What follows belongs to an exercise in optimizing a design on an open flow for small area; a production flow would make more cautious choices. In this exercise RTL edits were held to simulation tests only and were not proved equivalent to the original. No driver is modelled on the clock port, so clocking that relies on it looks cheaper here than on a real chip. No activity file was given, so power comes from the tool's default toggle rates.

==> flow/design.v <==
module aqtc_symq (
    input  wire [23:0] y,
    input  wire        s,
    input  wire [3:0]  bap,       
    output wire [3:0]  q
);
    wire [24:0] u  = {~s, y};
    wire neg = bap[0];                                 
    wire a2  = ~bap[2] & ~(bap[1] & bap[0]);           
    wire a4  = bap[2] & bap[0];                        
    wire a3  = ~a2 & ~a4;                              
    wire b4  = bap[2] & ~bap[0];                       
    wire [28:0] U0 = {4'b0, u};
    wire [28:0] X  = U0 ^ {29{neg}};
    wire [28:0] Y  = ({29{a2}} & (U0 << 2)) | ({29{a3}} & (U0 << 3)) | ({29{a4}} & (U0 << 4));
    wire [28:0] Z  = {29{b4}} & (U0 << 1);
    wire [28:0] S1 = X ^ Y ^ Z;
    wire [28:0] C1 = {(X[27:0] & Y[27:0]) | (X[27:0] & Z[27:0]) | (Y[27:0] & Z[27:0]), neg};
    wire [29:0] c;
    assign c[0] = 1'b0;
    genvar i;
    generate for (i = 0; i < 29; i = i + 1) begin : g_chain
        assign c[i+1] = (S1[i] & C1[i]) | (c[i] & (S1[i] | C1[i]));
    end endgenerate
    assign q = S1[28:25] ^ C1[28:25] ^ c[28:25];
endmodule
module aqtc_asymq (
    input  wire [23:9] y,         
    input  wire        s,         
    input  wire        in_range,
    input  wire [3:0]  bap,       
    output wire [15:0] code
);
    wire [15:0] yc = {s, in_range ? y : {15{~s}}};
    reg  [3:0]  r;
    always @(*) begin
        case (bap)
            4'd6:    r = 4'd11;
            4'd7:    r = 4'd10;
            4'd8:    r = 4'd9;
            4'd9:    r = 4'd8;
            4'd10:   r = 4'd7;
            4'd11:   r = 4'd6;
            4'd12:   r = 4'd5;
            4'd13:   r = 4'd4;
            4'd14:   r = 4'd2;
            default: r = 4'd0;
        endcase
    end
    wire [15:0] t1 = r[3] ? {8'd0, yc[15:8]} : yc;
    wire [15:0] t2 = r[2] ? {4'd0, t1[15:4]} : t1;
    wire [15:0] t3 = r[1] ? {2'd0, t2[15:2]} : t2;
    assign code    = r[0] ? {1'd0, t3[15:1]} : t3;
endmodule
module aqtc_qelem (
    input  wire        clk,
    input  wire        rst,
    input  wire        in_valid,
    input  wire        in_qblk,
    input  wire [10:0] in_slot,
    input  wire [31:0] in_c,
    input  wire [7:0]  in_e,
    input  wire [3:0]  in_bap,
    output wire        out_valid,
    output wire [2:0]  out_err,
    output wire [10:0] out_slot,
    output wire [31:0] out_word,
    output wire        out_hwe,
    output wire [10:0] out_hslot,
    output wire [15:0] out_hval
);
    wire       elem   = in_valid & ~in_qblk & ~rst;
    wire       is0    = (in_bap == 4'd0);
    wire       is_sym = ~in_bap[3] & ~is0 & ~(in_bap[2] & in_bap[1]);    
    wire       bad_e  = (|in_e[7:5]) | (in_e[4] & in_e[3] & (|in_e[2:0]));
    wire       be     = ~is0 & bad_e;
    wire [4:0] k      = in_e[4:0];
    wire       s      = in_c[31];
    wire [23:0] w0 = in_c[23:0];
    wire [23:0] w1 = k[4] ? {w0[7:0],  16'd0} : w0;
    wire [23:0] w2 = k[3] ? {w1[15:0],  8'd0} : w1;
    wire [23:0] w3 = k[2] ? {w2[19:0],  4'd0} : w2;
    wire [23:0] w4 = k[1] ? {w3[21:0],  2'd0} : w3;
    wire [23:0] y  = k[0] ? {w4[22:0],  1'd0} : w4;
    wire any1 = (|in_c[30:24]) | (k[4] & |w0[23:8]) | (k[3] & |w1[23:16])
              | (k[2] & |w2[23:20]) | (k[1] & |w3[23:22]) | (k[0] & w4[23]);
    wire all1 = (&in_c[30:24]) & (~k[4] | &w0[23:8]) & (~k[3] | &w1[23:16])
              & (~k[2] | &w2[23:20]) & (~k[1] | &w3[23:22]) & (~k[0] | w4[23]);
    wire in_range = s ? all1 : ~any1;
    wire [3:0]  q;
    wire [15:0] code;
    aqtc_symq  u_symq  (.y(y), .s(s), .bap(in_bap), .q(q));
    aqtc_asymq u_asymq (.y(y[23:9]), .s(s), .in_range(in_range), .bap(in_bap), .code(code));
    wire qr  = is_sym & ~bad_e & ~in_range;
    wire okA = ~be & ~qr;
    wire wr  = elem & okA;
    reg  [1:0] cnt1, cnt2;
    reg        cnt4;
    wire [6:0] q9  = {2'd0, q[1], q[0], 1'b0, q[1], q[0]};                   
    wire [6:0] q3  = {4'd0, q[1], q[1] | q[0], q[0]};
    wire [6:0] q25 = {(q[1] & q[0]) | q[2], (q[1] & ~q[0]) | q[2], q[0] ^ q[1],
                      q[0], q[2], q[1], q[0]};                                 
    wire [6:0] q5  = {2'd0, q[2], q[1], q[0] | q[2], q[1], q[0]};
    reg  [6:0] q11;                                                           
    always @(*) begin
        case (q)
            4'd1:    q11 = 7'd11;
            4'd2:    q11 = 7'd22;
            4'd3:    q11 = 7'd33;
            4'd4:    q11 = 7'd44;
            4'd5:    q11 = 7'd55;
            4'd6:    q11 = 7'd66;
            4'd7:    q11 = 7'd77;
            4'd8:    q11 = 7'd88;
            4'd9:    q11 = 7'd99;
            4'd10:   q11 = 7'd110;
            default: q11 = 7'd0;
        endcase
    end
    wire bp1 = (in_bap == 4'd1), bp2 = (in_bap == 4'd2), bp4 = (in_bap == 4'd4);
    wire s9   = okA & bp1 & (cnt1 == 2'd0);
    wire s3   = okA & bp1 & cnt1[0];
    wire s25  = okA & bp2 & (cnt2 == 2'd0);
    wire s5   = okA & bp2 & cnt2[0];
    wire s11  = okA & bp4 & ~cnt4;
    wire sm   = okA & ((bp1 & |cnt1) | (bp2 & |cnt2) | (bp4 & cnt4));
    wire sq   = okA & ((in_bap == 4'd3) | (in_bap == 4'd5) | (bp1 & cnt1[1]) | (bp2 & cnt2[1]) | (bp4 & cnt4));
    wire sa   = okA & (in_bap[3] | (in_bap[2] & in_bap[1]));
    wire [15:0] val = ({16{sa}} & code) | {8'd0, sm, 7'd0} | {12'd0, {4{sq}} & q}
                    | {9'd0, ({7{s9}} & q9) | ({7{s3}} & q3) | ({7{s25}} & q25) | ({7{s5}} & q5) | ({7{s11}} & q11)};
    always @(posedge clk) begin
        if (rst || (in_valid && in_qblk)) begin
            cnt1 <= 2'd0;
            cnt2 <= 2'd0;
            cnt4 <= 1'b0;
        end else if (wr) begin
            if (in_bap == 4'd1) cnt1 <= {cnt1[0], ~cnt1[1] & ~cnt1[0]};    
            if (in_bap == 4'd2) cnt2 <= {cnt2[0], ~cnt2[1] & ~cnt2[0]};
            if (in_bap == 4'd4) cnt4 <= ~cnt4;
        end
    end
    reg        wr_r, be_r, qr_r;
    reg [3:0]  bap_r;
    reg [10:0] slot_r;
    reg [15:0] val_r;
    always @(posedge clk) begin
        wr_r   <= wr;
        be_r   <= elem & be;
        qr_r   <= elem & qr;
        bap_r  <= wr ? in_bap : 4'd0;
        slot_r <= in_slot;
        val_r  <= val;
    end
    reg [10:0] head1, head2, head4;
    reg [15:0] hval1, hval2, hval4;
    reg        f1281, f1282, f1284;
    reg        eq12, eq14, eq24;
    wire g1 = (bap_r == 4'd1);
    wire g2 = (bap_r == 4'd2);
    wire g4 = (bap_r == 4'd4);
    wire m1 = g1 & val_r[7], m2 = g2 & val_r[7], m4 = g4 & val_r[7];
    wire o1 = g1 & ~val_r[7], o2 = g2 & ~val_r[7], o4 = g4 & ~val_r[7];
    wire member = m1 | m2 | m4;
    wire [15:0] own_val = {val_r[15:7], val_r[6:0] & {7{~member}}};
    wire [10:0] ghead = ({11{m1}} & head1) | ({11{m2}} & head2) | ({11{m4}} & head4);
    wire r1 = m1 & ~f1281, r2 = m2 & ~f1282, r4 = m4 & ~f1284;
    wire [15:0] ghval = ({16{r1}} & hval1) | ({16{r2}} & hval2) | ({16{r4}} & hval4)
                      | {8'd0, (m1 & f1281) | (m2 & f1282) | (m4 & f1284), 7'd0};
    wire [4:0]  inc = val_r[4:0] & {5{member}};
    wire [16:0] hc;
    wire [15:0] head_sum;
    assign hc[0] = 1'b0;
    genvar i;
    generate for (i = 0; i < 16; i = i + 1) begin : g_add
        if (i < 5) begin : g_fa
            assign head_sum[i] = ghval[i] ^ inc[i] ^ hc[i];
            assign hc[i+1]     = (ghval[i] & inc[i]) | (hc[i] & (ghval[i] ^ inc[i]));
        end else begin : g_ha
            assign head_sum[i] = ghval[i] ^ hc[i];
            assign hc[i+1]     = ghval[i] & hc[i];
        end
    end endgenerate
    wire [15:0] wval = head_sum | (val_r & {16{~member}});
    wire hit1 = (head1 == slot_r);
    wire hit2 = (head2 == slot_r);
    wire hit4 = (head4 == slot_r);
    wire own1 = o1 | (wr_r & hit1);
    wire own2 = o2 | (wr_r & hit2);
    wire own4 = o4 | (wr_r & hit4);
    wire hw1  = m1 | (m2 & eq12) | (m4 & eq14);
    wire hw2  = m2 | (m1 & eq12) | (m4 & eq24);
    wire hw4  = m4 | (m1 & eq14) | (m2 & eq24);
    wire en1  = own1 ? ~member : hw1;
    wire en2  = own2 ? ~member : hw2;
    wire en4  = own4 ? ~member : hw4;
    always @(posedge clk) begin
        if (o1) head1 <= slot_r;
        if (o2) head2 <= slot_r;
        if (o4) head4 <= slot_r;
        if (en1) hval1 <= wval;
        if (en2) hval2 <= wval;
        if (en4) hval4 <= wval;
        if (own1 & member) f1281 <= 1'b1; else if (en1) f1281 <= 1'b0;
        if (own2 & member) f1282 <= 1'b1; else if (en2) f1282 <= 1'b0;
        if (own4 & member) f1284 <= 1'b1; else if (en4) f1284 <= 1'b0;
        if (o1) begin eq12 <= hit2; eq14 <= hit4; end
        if (o2) begin eq12 <= hit1; eq24 <= hit4; end
        if (o4) begin eq14 <= hit1; eq24 <= hit2; end
    end
    assign out_valid = wr_r | be_r | qr_r;
    assign out_err   = {qr_r, be_r, be_r};
    assign out_slot  = slot_r;
    assign out_word  = {8'd0, bap_r, 3'd0, member, own_val};
    assign out_hwe   = member;
    assign out_hslot = ghead;
    assign out_hval  = head_sum;
endmodule
export LEC_CHECK = 0
export ABC_AREA = 1
export CAP_MARGIN = 20
export CORE_MARGIN = 2
export CORE_UTILIZATION = 60
export SLEW_MARGIN = 20
create_clock -name core_clock -period 20.0 [get_ports {clk}]
standard.sh (not shown) runs the stock make flow with config.mk's settings and CLKGATE_MAP_FILE= SYNTH_SCRIPT=/design/flow/synth_recipe.tcl, a recipe that flattens the netlist after the stock synthesis.
==> flow/flow/run.sh <==
#!/bin/bash
# Standard layout, with: the combinational logic re-mapped for area before
# floorplanning (restructure.tcl), the smallest buffer for the port buffers,
# cells with slack to spare downsized after placement repair (recover.tcl),
# and small clock-tree buffers without dummy loads.
set -e
export PRE_FLOORPLAN_TCL="$PWD/flow/restructure.tcl"
export BUFFER_PORTS_ARGS="-buffer_cell sky130_fd_sc_hd__buf_1"
export POST_RESIZE_TCL="$PWD/flow/recover.tcl"
export CTS_ARGS="-sink_clustering_enable -repair_clock_nets -dont_use_dummy_load -buf_list sky130_fd_sc_hd__clkbuf_4 -sink_clustering_max_diameter 40"
bash standard.sh > standard.log 2>&1
==> flow/flow/recover.tcl <==
# After the standard repair_design: downsize cells that have slack to spare.
estimate_parasitics -placement
repair_timing -recover_power 100
==> flow/flow/restructure.tcl <==
# Area recovery on the synthesized netlist: re-map its combinational logic
# with ABC for area (OpenROAD restructure, two passes), using the platform library
# without its don't-use cells.  Registers are not touched.
set lib_in  [lindex $::env(LIB_FILES) 0]
set rmp_dir $::env(OBJECTS_DIR)/rmp
file mkdir $rmp_dir
set lib_out $rmp_dir/rmp_cells.lib
set fi [open $lib_in r]
set fo [open $lib_out w]
set skip 0
set depth 0
while { [gets $fi line] >= 0 } {
  if { !$skip && [regexp {^\s*cell\s*\(\s*"?([A-Za-z0-9_]+)"?\s*\)} $line -> name] } {
    foreach p $::env(DONT_USE_CELLS) {
      if { [string match $p $name] } {
        set skip 1
        set depth 0
        break
      }
    }
  }
  if { $skip } {
    incr depth [regexp -all {\{} $line]
    incr depth -[regexp -all {\}} $line]
    if { $depth <= 0 && [regexp {\}} $line] } {
      set skip 0
    }
    continue
  }
  puts $fo $line
}
close $fi
close $fo
report_design_area
restructure -target area -liberty_file $lib_out \
  -tielo_port sky130_fd_sc_hd__conb_1/LO -tiehi_port sky130_fd_sc_hd__conb_1/HI \
  -work_dir $rmp_dir
report_design_area
restructure -target area -liberty_file $lib_out \
  -tielo_port sky130_fd_sc_hd__conb_1/LO -tiehi_port sky130_fd_sc_hd__conb_1/HI \
  -work_dir $rmp_dir
report_design_area
The first run never finished: it broke off in floorplan on EST-0104.
Then changed:
--- a/flow/design.v
+++ b/flow/design.v
@@ -5,11 +5,10 @@
     output wire [3:0]  q
 );
     wire [24:0] u  = {~s, y};
-    wire neg = bap[0];                                 
-    wire a2  = ~bap[2] & ~(bap[1] & bap[0]);           
-    wire a4  = bap[2] & bap[0];                        
-    wire a3  = ~a2 & ~a4;                              
-    wire b4  = bap[2] & ~bap[0];                       
+    wire b1 = (bap == 4'd1), b2 = (bap == 4'd2), b3 = (bap == 4'd3), b4 = (bap == 4'd4);
+    wire b5 = ~(b1 | b2 | b3 | b4);
+    wire neg = b1 | b3 | b5;
+    wire a2 = b1 | b2, a3 = b3 | b4, a4 = b5;
     wire [28:0] U0 = {4'b0, u};
     wire [28:0] X  = U0 ^ {29{neg}};
     wire [28:0] Y  = ({29{a2}} & (U0 << 2)) | ({29{a3}} & (U0 << 3)) | ({29{a4}} & (U0 << 4));
- The changed run failed in floorplan
- synthesized cell count grows by about 1.1%
- area after synthesis grows by 1.5%

========
Setup of before:
// aqtc_qelem: RTL as listed in full above, without the edits since
Settings: LEC_CHECK=0, ABC_AREA=1, CAP_MARGIN=20, CORE_MARGIN=2, CORE_UTILIZATION=70, SLEW_MARGIN=20; clock period 20.0 ns.
==> flow/flow/run.sh <==
#!/bin/bash
# Standard layout, with: the combinational logic re-mapped for area after
# floorplanning (restructure.tcl), the smallest buffer for the port buffers,
# cells with slack to spare downsized after placement repair (recover.tcl),
# small clock-tree buffers without dummy loads, and the clock buffers that
# drive many flip-flops upsized after clock tree synthesis (cts_fix.tcl).
set -e
export POST_FLOORPLAN_TCL="$PWD/flow/restructure.tcl"
export BUFFER_PORTS_ARGS="-buffer_cell sky130_fd_sc_hd__buf_1"
export POST_RESIZE_TCL="$PWD/flow/recover.tcl"
export CTS_ARGS="-sink_clustering_enable -repair_clock_nets -dont_use_dummy_load -buf_list sky130_fd_sc_hd__clkbuf_4 -sink_clustering_max_diameter 40"
export POST_CTS_TCL="$PWD/flow/cts_fix.tcl"
bash standard.sh > standard.log 2>&1
Scripts as last shown in full above: flow/flow/recover.tcl
Other scripts of this flow, unchanged in this note and not shown: flow/flow/cts_fix.tcl, flow/flow/restructure.tcl
## Diff of input files: after against before
-- flow/design.v --
<<< before, line 140
        end
    end
    reg        wr_r, be_r, qr_r;
    reg [3:0]  bap_r;
    reg [10:0] slot_r;
    reg [15:0] val_r;
    always @(posedge clk) begin
        wr_r   <= wr;
        be_r   <= elem & be;
        qr_r   <= elem & qr;
        bap_r  <= wr ? in_bap : 4'd0;
        slot_r <= in_slot;
>>> after, line 140
        end
    end
    reg [1:0]  st_r;
    reg [3:0]  bap_r;
    reg [10:0] slot_r;
    reg [15:0] val_r;
    always @(posedge clk) begin
        st_r   <= {elem & ~okA, elem & (okA | qr)};
        bap_r  <= wr ? in_bap : 4'd0;
        slot_r <= in_slot;
<<< before, line 185
    wire hit2 = (head2 == slot_r);
    wire hit4 = (head4 == slot_r);
    wire own1 = o1 | (wr_r & hit1);
    wire own2 = o2 | (wr_r & hit2);
>>> after, line 183
    wire hit2 = (head2 == slot_r);
    wire hit4 = (head4 == slot_r);
    wire wr_r = ~st_r[1] & st_r[0];
    wire be_r = st_r[1] & ~st_r[0];
    wire qr_r = st_r[1] & st_r[0];
    wire own1 = o1 | (wr_r & hit1);
    wire own2 = o2 | (wr_r & hit2);
<<< before, line 208
        if (o4) begin eq14 <= hit1; eq24 <= hit2; end
    end
    assign out_valid = wr_r | be_r | qr_r;
    assign out_err   = {qr_r, be_r, be_r};
    assign out_slot  = slot_r;
>>> after, line 209
        if (o4) begin eq14 <= hit1; eq24 <= hit2; end
    end
    assign out_valid = st_r[1] | st_r[0];
    assign out_err   = {qr_r, be_r, be_r};
    assign out_slot  = slot_r;
--- outcome ---
- Between after and before, the clock network fraction of design power does not differ in any meaningful way.
- Compared with before, after shows a post-detailed-routing wire length that is about 2.4% higher.
- On met2 track demand over resource in global routing: between before and after, it ends up lower for before.
- Design area of before is on par with after.
- Capturing instance or port of the critical path = val_r[5]: before; capturing instance or port of the critical path = val_r[3]: after
- The xor/xnor share of the synthesized area on after is in line with that on before.

[afterwards: timing with drivers on the ports]
In the flow no input, the clock included, has a driving cell. The finished layouts below were timed again as built, in two steps. Step 1, drivers: a clkbuf_16 drives clk and a buf_2 each remaining input, both assumed. Step 2 times the ports against the registers' clock, not the clock port: input delays grow and output delays shrink by t, the midpoint of the rising clock arrivals with the driver on. Slacks: ideal / step 1 / step 2; pairs: ideal / step 1.
run	shift t [ns]	setup WS [ns]	slew at the worst register clock pin (ns)	cell pins on the clock port's net
before	0.417	6.031 / 6.038 / 5.621	0.09 / 0.09	1
after	0.426	7.146 / 7.161 / 6.734	0.10 / 0.10	1
After both steps setup and hold are still met in every run listed. For after, which loses most, drivers alone change the setup slack by +0.015 ns; drivers and shift together by -0.412 ns.
